Background: an optimization exercise with open tools, aiming at small area, a short achievable clock period and few clock cycles. Do not read the settings as production practice. Where RTL was checked, it was by simulation tests only, not by an equivalence proof against the original. Only the layout flow was run in run 1; the RTL was not checked for function there. Power figures rest on the tool's default switching activity, not on a simulated workload.

==> design/flow/design.v <==
module pzip_packer (
    input  wire       clk,
    input  wire       rst,
    input  wire       in_valid,
    output wire       in_ready,
    input  wire [7:0] in_data,
    input  wire       in_last,
    output wire       out_valid,
    input  wire       out_ready,
    output wire [7:0] out_data,
    output reg        done,
    output reg  [3:0] tlen
);
    integer i;
    reg        ih_v, is_v;
    reg  [8:0] ih, is;
    wire       consume;
    assign in_ready = !is_v;
    wire       push_in = in_valid && !is_v;
    always @(posedge clk) begin
        if (rst) begin
            ih_v <= 1'b0;
            is_v <= 1'b0;
        end else if (!ih_v || consume) begin
            if (is_v) begin
                ih   <= is;
                ih_v <= 1'b1;
                is_v <= 1'b0;
            end else begin
                ih   <= {in_last, in_data};
                ih_v <= push_in;
            end
        end else if (push_in) begin
            is   <= {in_last, in_data};
            is_v <= 1'b1;
        end
    end
    wire [7:0] x  = ih[7:0];
    wire       xl = ih[8];
    reg        ov, sv;
    reg  [7:0] ob, sb;
    wire       wpush;
    wire [7:0] wbyte;
    assign out_valid = ov;
    assign out_data  = ob;
    wire       wr_ok = !sv;
    always @(posedge clk) begin
        if (rst) begin
            ov <= 1'b0;
            sv <= 1'b0;
        end else if (!ov || out_ready) begin
            if (sv) begin
                ob <= sb;
                ov <= 1'b1;
                sv <= 1'b0;
            end else begin
                ob <= wbyte;
                ov <= wpush;
            end
        end else if (wpush) begin
            sb <= wbyte;
            sv <= 1'b1;
        end
    end
    reg  [7:0] sa [0:8];      
    reg  [3:0] rk [0:8];      
    reg  [3:0] cnt;           
    reg        pkt_last;      
    reg        run_mode;
    reg  [7:0] rn;            
    reg  [7:0] m [0:8];
    reg  [3:0] wp, rp, mc;
    reg  [42:0] orr;          
    reg  [5:0]  on;           
    reg         orr_v;
    reg  [1:0]  ot;           
    localparam [1:0] T_RLE = 2'd0, T_RAW = 2'd1, T_PD = 2'd2;
    reg  [31:0] za;           
    reg  [31:0] zd;           
    reg  [2:0]  zs;           
    reg         zb;           
    reg  [1:0]  zc;           
    reg         end_p;        
    reg  [3:0]  el;           
    reg  [7:0] orv;
    reg  [7:0] g [1:8];
    always @(*) begin
        orv = 8'd0;
        for (i = 1; i < 9; i = i + 1) begin
            g[i] = sa[i] - sa[i-1];
            orv  = orv | g[i];
        end
    end
    wire       c_rle = (orv == 8'd0);
    wire       c_raw = |orv[7:4];
    wire [2:0] c_b   = orv[3] ? 3'd4 : orv[2] ? 3'd3 : orv[1] ? 3'd2 : 3'd1;
    reg  [31:0] pdl;
    always @(*) begin
        pdl = 32'd0;
        for (i = 1; i < 9; i = i + 1) begin
            case (c_b)
                3'd1: pdl[32-i]          = g[i][0];
                3'd2: pdl[33-2*i -: 2]   = g[i][1:0];
                3'd3: pdl[34-3*i -: 3]   = g[i][2:0];
                default: pdl[35-4*i -: 4] = g[i][3:0];
            endcase
        end
    end
    localparam [2:0] E_IDLE = 3'd0, E_ORR = 3'd1, E_Z = 3'd2, E_M = 3'd3,
                     E_ET = 3'd4, E_EP = 3'd5, E_EM = 3'd6, E_ED = 3'd7;
    reg  [2:0] ep;
    reg  [3:0] ec;            
    reg  [2:0] wn;            
    reg  [7:0] wl;            
    reg        ch_v;          
    reg  [7:0] ch;            
    reg  [3:0] ch_n;          
    reg        m_pop;
    always @(*) begin
        ch_v  = 1'b0;
        ch    = 8'd0;
        ch_n  = 4'd8;
        m_pop = 1'b0;
        case (ep)
            E_ORR: begin
                ch_v = wr_ok;
                ch   = orr[42:35];
                ch_n = (on < 6'd8) ? on[3:0] : 4'd8;
            end
            E_Z: begin
                ch_v = wr_ok && (zs == 3'd4);
                ch   = za[31:24];
            end
            E_M, E_EM: begin
                ch_v  = wr_ok;
                ch    = m[rp];
                m_pop = wr_ok;
            end
            E_ET: begin
                ch_v = wr_ok;
                ch   = 8'hE0;
                ch_n = (wn <= 3'd5) ? (4'd8 - {1'b0, wn}) : 4'd3;
            end
            E_EP: begin
                ch_v = wr_ok;
                ch   = 8'h00;
                ch_n = 4'd8 - {1'b0, wn};
            end
            default: ;
        endcase
    end
    wire [15:0] comb = {wl, 8'h00} | ({ch, 8'h00} >> wn);
    wire [4:0]  tot  = {2'b00, wn} + {1'b0, ch_n};
    assign wpush = ch_v && tot[3];
    assign wbyte = comb[15:8];
    wire eq   = (x == sa[0]);
    wire full = (cnt == 4'd9);
    wire hand = !run_mode && full && !end_p && !orr_v &&
                (c_rle ? 1'b1 : c_raw ? 1'b1 : !zb);
    wire disc = hand && !c_raw;                  
    wire [3:0] mc_b = disc ? 4'd0 : (mc - {3'd0, m_pop});
    wire m_space = (mc_b != 4'd9);
    wire r_ext  = run_mode && ih_v && eq && (rn != 8'd255);
    wire r_brk  = run_mode && ((ih_v && !(eq && (rn != 8'd255))) || (!ih_v && rn == 8'd255));
    wire r_free = !orr_v && !end_p;
    wire r_end  = (r_ext && xl && r_free) || (r_brk && r_free);
    assign consume = ih_v && (
        run_mode ? ((r_ext && (!xl || r_free)) || (r_brk && r_free)) :
        full     ? (hand && !pkt_last && !c_rle && m_space) :
                   (m_space && !(xl && end_p)));
    wire ins = consume && !(run_mode && r_ext);
    wire [3:0] cnt_e = (run_mode || full) ? 4'd0 : cnt;
    reg  [8:0] gt;
    reg  [3:0] q;
    always @(*) begin
        q = 4'd0;
        for (i = 0; i < 9; i = i + 1) begin
            gt[i] = (i >= cnt_e) || (sa[i] > x);
            if (!gt[i]) q = q + 4'd1;
        end
    end
    always @(posedge clk) begin
        if (ins) begin
            for (i = 0; i < 9; i = i + 1)
                if (gt[i])
                    sa[i] <= (i == 0 || !gt[i-1]) ? x : sa[i-1];
            for (i = 0; i < 8; i = i + 1)
                rk[i] <= rk[i+1] + {3'd0, (rk[i+1] > q)};
            rk[8] <= q + 4'd1;
            m[wp] <= x;
        end
    end
    always @(posedge clk) begin
        if (rst) begin
            cnt      <= 4'd0;
            pkt_last <= 1'b0;
            run_mode <= 1'b0;
            wp       <= 4'd0;
            rp       <= 4'd0;
            mc       <= 4'd0;
            orr_v    <= 1'b0;
            zb       <= 1'b0;
            zs       <= 3'd4;
            zc       <= 2'd0;
            end_p    <= 1'b0;
            el       <= 4'd0;
            ep       <= E_IDLE;
            ec       <= 4'd0;
            wn       <= 3'd0;
            wl       <= 8'd0;
            done     <= 1'b0;
            tlen     <= 4'd0;
        end else begin
            done <= 1'b0;
            if (ins)
                wp <= (wp == 4'd8) ? 4'd0 : wp + 4'd1;
            if (disc)
                rp <= wp;
            else if (m_pop)
                rp <= (rp == 4'd8) ? 4'd0 : rp + 4'd1;
            mc <= mc_b + {3'd0, ins};
            if (ins)
                cnt <= cnt_e + 4'd1;
            else if (hand || r_end)
                cnt <= 4'd0;
            if (ins && xl) begin
                if (cnt_e == 4'd8)
                    pkt_last <= 1'b1;
                else begin
                    end_p <= 1'b1;
                    el    <= cnt_e + 4'd1;
                    cnt   <= 4'd0;
                end
            end
            if (hand) begin
                pkt_last <= 1'b0;
                if (c_rle) begin
                    if (pkt_last) begin
                        orr   <= {3'b000, 8'd9, sa[0], 24'd0};
                        on    <= 6'd19;
                        ot    <= T_RLE;
                        orr_v <= 1'b1;
                        end_p <= 1'b1;
                        el    <= 4'd0;
                    end else begin
                        run_mode <= 1'b1;
                        rn       <= 8'd9;
                    end
                end else if (c_raw) begin
                    orr   <= {3'b001, 40'd0};
                    on    <= 6'd3;
                    ot    <= T_RAW;
                    orr_v <= 1'b1;
                    if (pkt_last) begin
                        end_p <= 1'b1;
                        el    <= 4'd0;
                    end
                end else begin
                    orr   <= {c_b + 3'd2, sa[0], pdl};
                    on    <= 6'd11 + {c_b, 3'd0};
                    ot    <= T_PD;
                    orr_v <= 1'b1;
                    za    <= {28'd0, rk[8]};
                    zd    <= {rk[7], rk[6], rk[5], rk[4], rk[3], rk[2], rk[1], rk[0]};
                    zs    <= 3'd0;
                    zb    <= 1'b1;
                    zc    <= 2'd0;
                    if (pkt_last) begin
                        end_p <= 1'b1;
                        el    <= 4'd0;
                    end
                end
            end
            if (run_mode) begin
                if (r_ext && !xl)
                    rn <= rn + 8'd1;
                if (r_end) begin
                    run_mode <= 1'b0;
                    orr      <= {3'b000, (r_ext ? rn + 8'd1 : rn), sa[0], 24'd0};
                    on       <= 6'd19;
                    ot       <= T_RLE;
                    orr_v    <= 1'b1;
                    if (r_ext) begin
                        end_p <= 1'b1;
                        el    <= 4'd0;
                    end
                end
            end
            if (zb && zs != 3'd4) begin
                za <= za * 32'd100 + {24'd0, zd[31:28], 3'd0} + {25'd0, zd[31:28], 1'b0}
                      + {28'd0, zd[27:24]};
                zd <= {zd[23:0], 8'd0};
                zs <= zs + 3'd1;
            end
            if (ch_v) begin
                if (tot[3]) begin
                    wl <= comb[7:0];
                    wn <= tot[2:0];
                end else begin
                    wl <= comb[15:8];
                    wn <= tot[2:0];
                end
            end
            case (ep)
                E_IDLE: begin
                    if (orr_v)
                        ep <= E_ORR;
                    else if (end_p)
                        ep <= E_ET;
                end
                E_ORR: if (ch_v) begin
                    orr <= {orr[34:0], 8'd0};
                    on  <= on - 6'd8;
                    if (on <= 6'd8) begin
                        orr_v <= 1'b0;
                        if (ot == T_PD)
                            ep <= E_Z;
                        else if (ot == T_RAW) begin
                            ep <= E_M;
                            ec <= 4'd9;
                        end else
                            ep <= end_p ? E_ET : E_IDLE;
                    end
                end
                E_Z: if (ch_v) begin
                    za <= {za[23:0], 8'd0};
                    zc <= zc + 2'd1;
                    if (zc == 2'd3) begin
                        zb <= 1'b0;
                        ep <= orr_v ? E_ORR : end_p ? E_ET : E_IDLE;
                    end
                end
                E_M: if (ch_v) begin
                    ec <= ec - 4'd1;
                    if (ec == 4'd1)
                        ep <= orr_v ? E_ORR : end_p ? E_ET : E_IDLE;
                end
                E_ET: if (ch_v) begin
                    if (wn <= 3'd5) begin
                        ep <= (el == 4'd0) ? E_ED : E_EM;
                        ec <= el;
                    end else
                        ep <= E_EP;
                end
                E_EP: if (ch_v) begin
                    ep <= (el == 4'd0) ? E_ED : E_EM;
                    ec <= el;
                end
                E_EM: if (ch_v) begin
                    ec <= ec - 4'd1;
                    if (ec == 4'd1)
                        ep <= E_ED;
                end
                E_ED: begin
                    if (!sv && (!ov || out_ready)) begin
                        done  <= 1'b1;
                        tlen  <= el;
                        end_p <= 1'b0;
                        ep    <= E_IDLE;
                    end
                end
                default: ep <= E_IDLE;
            endcase
        end
    end
endmodule
==> design/flow/run.sh <==
#!/bin/bash
# synth_recipe.tcl (not shown) runs the flow's synth.tcl, then flattens the netlist and writes it again
# the make line also repeats each setting of config.mk as NAME=value (left out here)
make -C /OpenROAD-flow-scripts/flow DESIGN_CONFIG=/design/flow/config.mk WORK_HOME=/design/flow/orfs CLKGATE_MAP_FILE= SYNTH_SCRIPT=/design/flow/synth_recipe.tcl finish
==> design/flow/config.mk <==
export PLATFORM = sky130hd
export DESIGN_NAME = pzip_packer
export DESIGN_NICKNAME = pzip_packer
export VERILOG_FILES = /design/flow/design.v
export SDC_FILE = /design/flow/constraint.sdc
export NUM_CORES = 4
export LEC_CHECK = 0
export CAP_MARGIN = 20
export CORE_MARGIN = 2
export CORE_UTILIZATION = 40
export SLEW_MARGIN = 20
==> design/flow/constraint.sdc <==
create_clock -name core_clock -period 23.0 [get_ports {clk}]
set_input_delay 4.6000 -clock core_clock [delete_from_list [all_inputs] [get_ports {clk}]]
set_output_delay 4.6000 -clock core_clock [all_outputs]
set_load 0.01 [all_outputs]
==> flow_summary.ini, run 1 <==
[outcome]
status = finished clean

[timing]
clock_skew_ns = 0.0515
fin_crit_ns = 9.10
setup_violations = 0
max_freq_ghz = 0.110
maxSlewHeadroom = 0.225
maxSlewViolCount = 0
setup_tns_ns = 0
hold_violations = 0
rsz0062_at_grt = no
max_slew.worst_pin.slew_ns = 1.15
fin_crit_sh = 0.396

[setup_path]
cp_max_fo = 17
start_kind = flop
required_ns = 23.34
cp.arrival_ns = 9.44
end_kind = flop
crit_top_cell = ha_1
setup.worst_path.class = flop to flop
cp_top_family = adder cells
max_stage_delay_ns = 0.60
crit_buf_inv = 4
crit_path_top_delay_cell = mux2i_2

[hold_path]
holdCritPathClass = flop to flop

[clock_tree]
clkTransAtPathRegs_ns = 0.06
cts_resized = 0
cts_buffer_depth = 3
htree_levels = 2
cts_setup_buffers = 0
cts.sinks = 398
cts_tree = yes
clockRootBuffer = clkbuf_16
cts_hold_buf = 0
cts-buffers-inserted = 45
clk_latency_ns = 0.62

[pwr]
vdd.ir_drop.worst_mv = 0.111
powerDensity_nw_per_um2 = 104
p_leak_nw = 12.6

[placement]
gp_routability_congestion = 0.893
port_buffers = 27
dpl_cell_area_sq_um = 29800
dpl.hpwl_um = 57800

[logic_synthesis]
synth_edf_count = 337
synth-main-ff-cell = edfxtp_1
ys_seq_elements = 398
syn_nets = 3319
ys_seq_area_frac = 0.397
synth_cell_types = 93
syn_inst = 2958
syn_area_sq_um = 28600
async_flop_share = 0
postSynthAreaPerCell_sq_um = 9.65
ys_warn_count = 5

[floorplanning]
ios = 28
rows = 97
fp.dieW_um = 271
core_region_area_sq_um = 70400
fp.dieArea_sq_um = 73500
start_util = 0.406
fp.dieH_um = 271

[route]
drt_iter0_drc = 1852
drc_errors = 0
vias = 22427
wl_per_cell_um = 19.7
first_pass_iters = 5
antenna_left = 0
routed_wl_um = 77500
vias_per_cell = 5.71

[layout]
n_antenna_cell = 0
drive_gt1_frac = 0.0687
nets = 3315
final_cell_mix = edfxtp_1, ha_1, nand2_1
area_delta_synth_final_pct = 9.48
final_common_cell = edfxtp_1
fillers = 6759
final_cell_area_sq_um = 31300

[global_route]
antenna_found_initial = 0
grt_usage = 0.207
grt_pass1_vias = 21981
grt_pass1_wl_um = 122000
gr-total-overflow = 0
grt_max_degree = 80

[job]
maxCapViolCount = 0
## synth_stat cells, types with 51 or more instances
library cell	number	area share
xnor2_1	67	0.021
nor2b_1	51	0.011
a21oi_1	190	0.033
inv_1	283	0.037
edfxtp_1	337	0.35
dfxtp_1	61	0.043
o21ai_0	222	0.039
clkbuf_1	85	0.011
nor2_1	206	0.027
xor2_1	52	0.016
nand2_1	305	0.040
ha_1	310	0.14
nor3_1	58	0.010
nand3_1	74	0.013
## layer usage
metal	vias to the layer above	wire length, um	global-route usage
li1	10691	-	-
met1	10944	35900	0.292
met2	658	35500	0.332
met3	134	4270	0.0289
met4	0	1900	0.0580
met5	-	0	0
## final cells by class
type | instances | area (sq um) | share of cell area
well taps | 940 | 1180 | 0.0376
repair buffers | 56 | 483 | 0.0154
clock buffers | 53 | 1180 | 0.0376
flip-flops and latches | 398 | 11300 | 0.363
multi-input cells | 2168 | 15800 | 0.505
inverters | 285 | 1070 | 0.0343
clock inverters | 26 | 243 | 0.00776
## through the flow
stage,setup slack [ns],hold WS [ns],cells,util,power (mW)
after floorplan,15.05,0.433,2958,-,2.15
after global placement,14.09,0.440,3847,0.424,2.51
after detailed placement,13.72,0.449,3847,0.424,2.54
after CTS,13.66,0.457,3926,0.444,3.26
after global routing,13.41,0.476,3926,0.444,3.49
final,13.90,0.455,3926,0.444,3.25
## report_power, final
part           total, mW  internal [mW]  leakage, nW  switching [mW]
Clock              0.701          0.391        0.699           0.310
Sequential         0.947          0.876         3.66          0.0715
Combinational       1.61          0.634         8.25           0.971
Total               3.25           1.90         12.6            1.35
## worst paths after layout
kind / depth (start not counted) / slack [ns] / endpoint / start
worst max-delay path: 39 / 13.90 / rk[3][2]$_DFFE_PN_ / ih[1]$_DFFE_PP_
worst min-delay path: 2 / 0.45 / wl[6]$_SDFFE_PP0P_ / wl[6]$_SDFFE_PP0P_
worst max register to register: 39 / 13.90 / rk[3][2]$_DFFE_PN_ / ih[1]$_DFFE_PP_
worst min register to register: 2 / 0.45 / wl[6]$_SDFFE_PP0P_ / wl[6]$_SDFFE_PP0P_
## sequential cells by signal, summed over array words and instances (netlist names), 3 cells and up, named ones only
signal,count
cnt,4
ec,4
el,4
ep,3
ih,9
is,9
m,72
mc,4
ob,8
on,6
orr,43
rk,36
rn,8
rp,4
sa,72
sb,8
tlen,4
wl,8
wn,3
wp,4
za,32
zd,32
zs,3
## logic make-up after synthesis
| group | share of synthesized area |
|---|---|
| flip-flops | 0.397 |
| AND/OR/NAND/NOR | 0.146 |
| buffers and inverters | 0.0533 |
| XOR/XNOR | 0.0394 |
| AO/OA/AOI/OAI | 0.161 |
| multiplexers | 0.0403 |
| adder cells (fa/ha/maj) | 0.162 |
## worst min-delay path, cell delays in order (launching register included)
cell and delay, ns:
dfxtp_1 0.31, nand2_1 0.05, a21oi_1 0.05
==> inputs of run 2 (changes only) <==
--- a/design/flow/design.v
+++ b/design/flow/design.v
@@ -170,15 +170,28 @@
                    (m_space && !(xl && end_p)));
     wire ins = consume && !(run_mode && r_ext);
     wire [3:0] cnt_e = (run_mode || full) ? 4'd0 : cnt;
+    function automatic gtf(input [7:0] a, input [7:0] b);
+        integer k;
+        reg r;
+        begin
+            r = 1'b0;
+            for (k = 0; k < 8; k = k + 1)
+                r = (a[k] & ~b[k]) | (~(a[k] ^ b[k]) & r);
+            gtf = r;
+        end
+    endfunction
     reg  [8:0] gt;
-    reg  [3:0] q;
+    reg  [8:0] vld;
     always @(*) begin
-        q = 4'd0;
         for (i = 0; i < 9; i = i + 1) begin
-            gt[i] = (i >= cnt_e) || (sa[i] > x);
-            if (!gt[i]) q = q + 4'd1;
+            vld[i] = (cnt_e > i);
+            gt[i] = !vld[i] || gtf(sa[i], x);
         end
     end
+    wire [3:0] q = {!gt[7],
+                    !gt[3] & gt[7],
+                    (!gt[1] & gt[3]) | (!gt[5] & gt[7]),
+                    (!gt[0] & gt[1]) | (!gt[2] & gt[3]) | (!gt[4] & gt[5]) | (!gt[6] & gt[7]) | !gt[8]};
     always @(posedge clk) begin
         if (ins) begin
             for (i = 0; i < 9; i = i + 1)
@@ -287,8 +300,8 @@
                 end
             end
             if (zb && zs != 3'd4) begin
-                za <= za * 32'd100 + {24'd0, zd[31:28], 3'd0} + {25'd0, zd[31:28], 1'b0}
-                      + {28'd0, zd[27:24]};
+                za <= {za[25:0], 6'd0} + {za[26:0], 5'd0} + {za[29:0], 2'd0}
+                      + {25'd0, zd[31:28], 3'd0} + {27'd0, zd[31:28], 1'b0} + {28'd0, zd[27:24]};
                 zd <= {zd[23:0], 8'd0};
                 zs <= zs + 3'd1;
             end
==> run 2 against run 1 <==
Against the previous run: largest cell class unchanged; flip-flop and latch count did not move; hold slack gained 0.0076 ns; final cell count down 9.9%; first-iteration DRC count rose by 10%; die area decreased by 6.3%; still clean; via count decreased by 8.2%; final area down 5.7%; synthesized cell count fell by 11%; non-clock buffer count rose by 2; sequential share of layout area increased by 2.2 points; clock power up 7.4%; clock skew down 0.0052 ns.
==> flow_summary.ini, run 2 <==
[logic_synthesis]
synth_edf_count = 337
synth-main-ff-cell = edfxtp_1
async_flop_share = 0
syn_area_sq_um = 26700
ys_seq_area_frac = 0.424
syn_inst = 2639
synthMostInstantiatedCell = edfxtp_1
ys_warn_count = 5
ys_seq_elements = 398
synth_cell_types = 85
synth_area_leader_cell = edfxtp_1
synth_common_cells = edfxtp_1, nand2_1, ha_1, nor2_1, o21ai_0
yosys-top-cells-area = edfxtp_1, ha_1, dfxtp_1
syn_nets = 2953
synth_top_area_frac = 0.379
postSynthAreaPerCell_sq_um = 10.1

[clock_tree]
cts.sinks = 398
cts-buffers-inserted = 46
cts_resized = 0
cts_setup_buffers = 0
clockRootBuffer = clkbuf_16
cts_buffer_depth = 3
cts_tree = yes
clkTransAtPathRegs_ns = 0.06
cts_hold_buf = 0
htree_levels = 2
clk_latency_ns = 0.62

[timing]
max_slew.worst_pin.slew_ns = 1.15
hold_violations = 0
fin_crit_sh = 0.284
rsz0062_at_grt = no
clock_skew_ns = 0.0463
fin_crit_ns = 6.52
setup_tns_ns = 0
maxSlewHeadroom = 0.232
setup_ws_ns = 16.48
setup_violations = 0
max_freq_ghz = 0.153
maxSlewViolCount = 0

[pwr]
power_switching_mw = 1.07
vdd.ir_drop.worst_mv = 0.0519
p_int_mw = 1.81
seq_power_share = 0.344
switching_share = 0.371
pwr-share-comb = 0.394
p_leak_nw = 11.5
power_frac_clock = 0.262
powerDensity_nw_per_um2 = 97.5

[floorplanning]
fp.dieH_um = 262
fp.dieArea_sq_um = 68900
core_region_area_sq_um = 66000
rows = 94
start_util = 0.405
fp.dieW_um = 262
ios = 28

[setup_path]
end_kind = flop
cp.arrival_ns = 6.74
required_ns = 23.22
setup.worst_path.class = flop to flop
reg2regPathDepth = 15
cp_max_fo = 42
start_kind = flop

[route]
routed_wl_um = 73900
first_pass_iters = 6
antenna_left = 0
wl_per_cell_um = 20.9
drc_errors = 0
drt_iter0_drc = 2043
vias_per_cell = 5.82
vias = 20597

[global_route]
antenna_found_initial = 0
gr-total-overflow = 0
grt_pass1_vias = 20219
grt_max_degree = 56
grt_usage = 0.211
grt_pass1_wl_um = 116000

[layout]
multi_input_area_sq_um = 14500
fillers = 6146
final_common_cell = edfxtp_1
n_antenna_cell = 0
final_cell_mix = edfxtp_1, nand2_1, ha_1
drive_gt1_frac = 0.0714
area_delta_synth_final_pct = 10.3
reg_top3 = m: 72 flops, sa: 72 flops, orr: 43 flops
seq_area_sq_um = 11300
nets = 2951

[hold_path]
holdCritPathClass = flop to flop
min_delay_path_depth = 2

[placement]
port_buffers = 27
gp_routability_congestion = 0.942
dpl.hpwl_um = 53600
place_ws_ns = 16.21

[job]
maxCapViolCount = 0

[outcome]
status = finished clean
[run 2: path summary, 6_finish.rpt]
check,start,endpoint,slack [ns]
hold / removal,wl[6]$_SDFFE_PP0P_,wl[6]$_SDFFE_PP0P_,0.46
hold reg to reg,wl[6]$_SDFFE_PP0P_,wl[6]$_SDFFE_PP0P_,0.46
setup reg to reg,sa[1][1]$_DFFE_PP_,sa[5][5]$_DFFE_PP_,16.48
setup / recovery,sa[1][1]$_DFFE_PP_,sa[5][5]$_DFFE_PP_,16.48
[run 2: layer usage]
layer  share of wire  wire length [um]  global-route usage  vias up
met3           0.058              4310              0.0270      128
met5               0                 0                   0        -
met2            0.46             33900               0.342      630
met4           0.025              1840              0.0586        0
met1            0.46             33800               0.296    10022
li1                -                 -                   -     9817
[run 2: metrics by stage]
| stage | hold WS [ns] | cell area (sq um) | cells | util | total power [mW] |
|---|---|---|---|---|---|
| floorplan | 0.432 | 26700 | 2639 | - | 1.82 |
| global route | 0.497 | 29500 | 3538 | 0.447 | 3.06 |
| finish | 0.462 | 29500 | 3538 | 0.447 | 2.87 |
| CTS | 0.462 | 29400 | 3538 | 0.446 | 2.88 |
| detailed placement | 0.454 | 27900 | 3453 | 0.423 | 2.12 |
| global placement | 0.439 | 27900 | 3453 | 0.423 | 2.09 |
[run 2: kinds of logic (layout without fill, tap and decap cells)]
| kind of cell | count (synthesis) | in the layout | synth area share |
|---|---|---|---|
| AOI/OAI and AO/OA | 687 | 687 | 0.170 |
| and+or+nand+nor | 829 | 829 | 0.148 |
| adders and majority gates | 301 | 301 | 0.152 |
| DFF | 398 | 398 | 0.424 |
| muxes | 82 | 82 | 0.0392 |
| buffers and inverters | 252 | 287 | 0.0367 |
| xor gates and xnor gates | 90 | 90 | 0.0295 |
[run 2: power by group through the flow]
stage          logic, mW  clock network (mW)  registers [mW]
2_1_floorplan      0.855                   0           0.965
3_3_place_gp        1.09                   0            1.00
3_5_place_dp        1.12                   0            1.00
4_1_cts             1.13               0.765           0.989
5_1_grt             1.27               0.794            1.00
6_report            1.13               0.753           0.989
[run 2: final cells by class]
type,count,share of cell area
Sequential cell,398,0.385
Timing Repair Buffer,58,0.0169
Multi-Input combinational cell,1989,0.491
Inverter,144,0.0184
Clock inverter,26,0.00955
Tap cell,864,0.0367
Clock buffer,59,0.0425
[run 2: worst max-delay path, cell delays in order, from the launching register on]
cell and delay, ns:
edfxtp_1 0.51, inv_1 0.13, ha_1 0.30, nand2b_1 0.08
a21oi_1 0.61, o32ai_1 0.24, a2111oi_0 0.44, nand4_1 0.15
nor4b_1 0.90, nand2_1 0.11, buf_4 0.26, o311ai_1 0.36
nand3_2 0.63, inv_2 0.31, buf_4 0.56, and2_1 0.51
Testbench counts of run 2, summed over its fixed seeds: cycles 42,684.

-- re-timing with driven ports --
The flow's constraints put no driver on any port. The routed layouts listed below were extracted and timed again, unchanged, in two steps. Step 1 assumes that a clkbuf_16 drives the clock port and a buf_2 every other input. Step 2 also shifts input and output timing later by t, the mid clock arrival at the registers, as if the neighbouring blocks saw the same clock. Three values: no drivers, after step 1, after step 2; two values: the first two.
run | t (ns) | slack for setup (ns) | worst hold slack (ns) | worst setup path after step 2
run 1 | 0.659 | 13.903 / 13.903 / 13.903 | 0.455 / 0.455 / 0.455 | register to register
run 2 | 0.651 | 16.476 / 16.476 / 16.197 | 0.462 / 0.462 / 0.462 | input to register
After both steps every run listed still meets setup and hold. The setup slack of run 2, which loses most, moves by 0.000 ns with the drivers and by -0.279 ns with both steps.
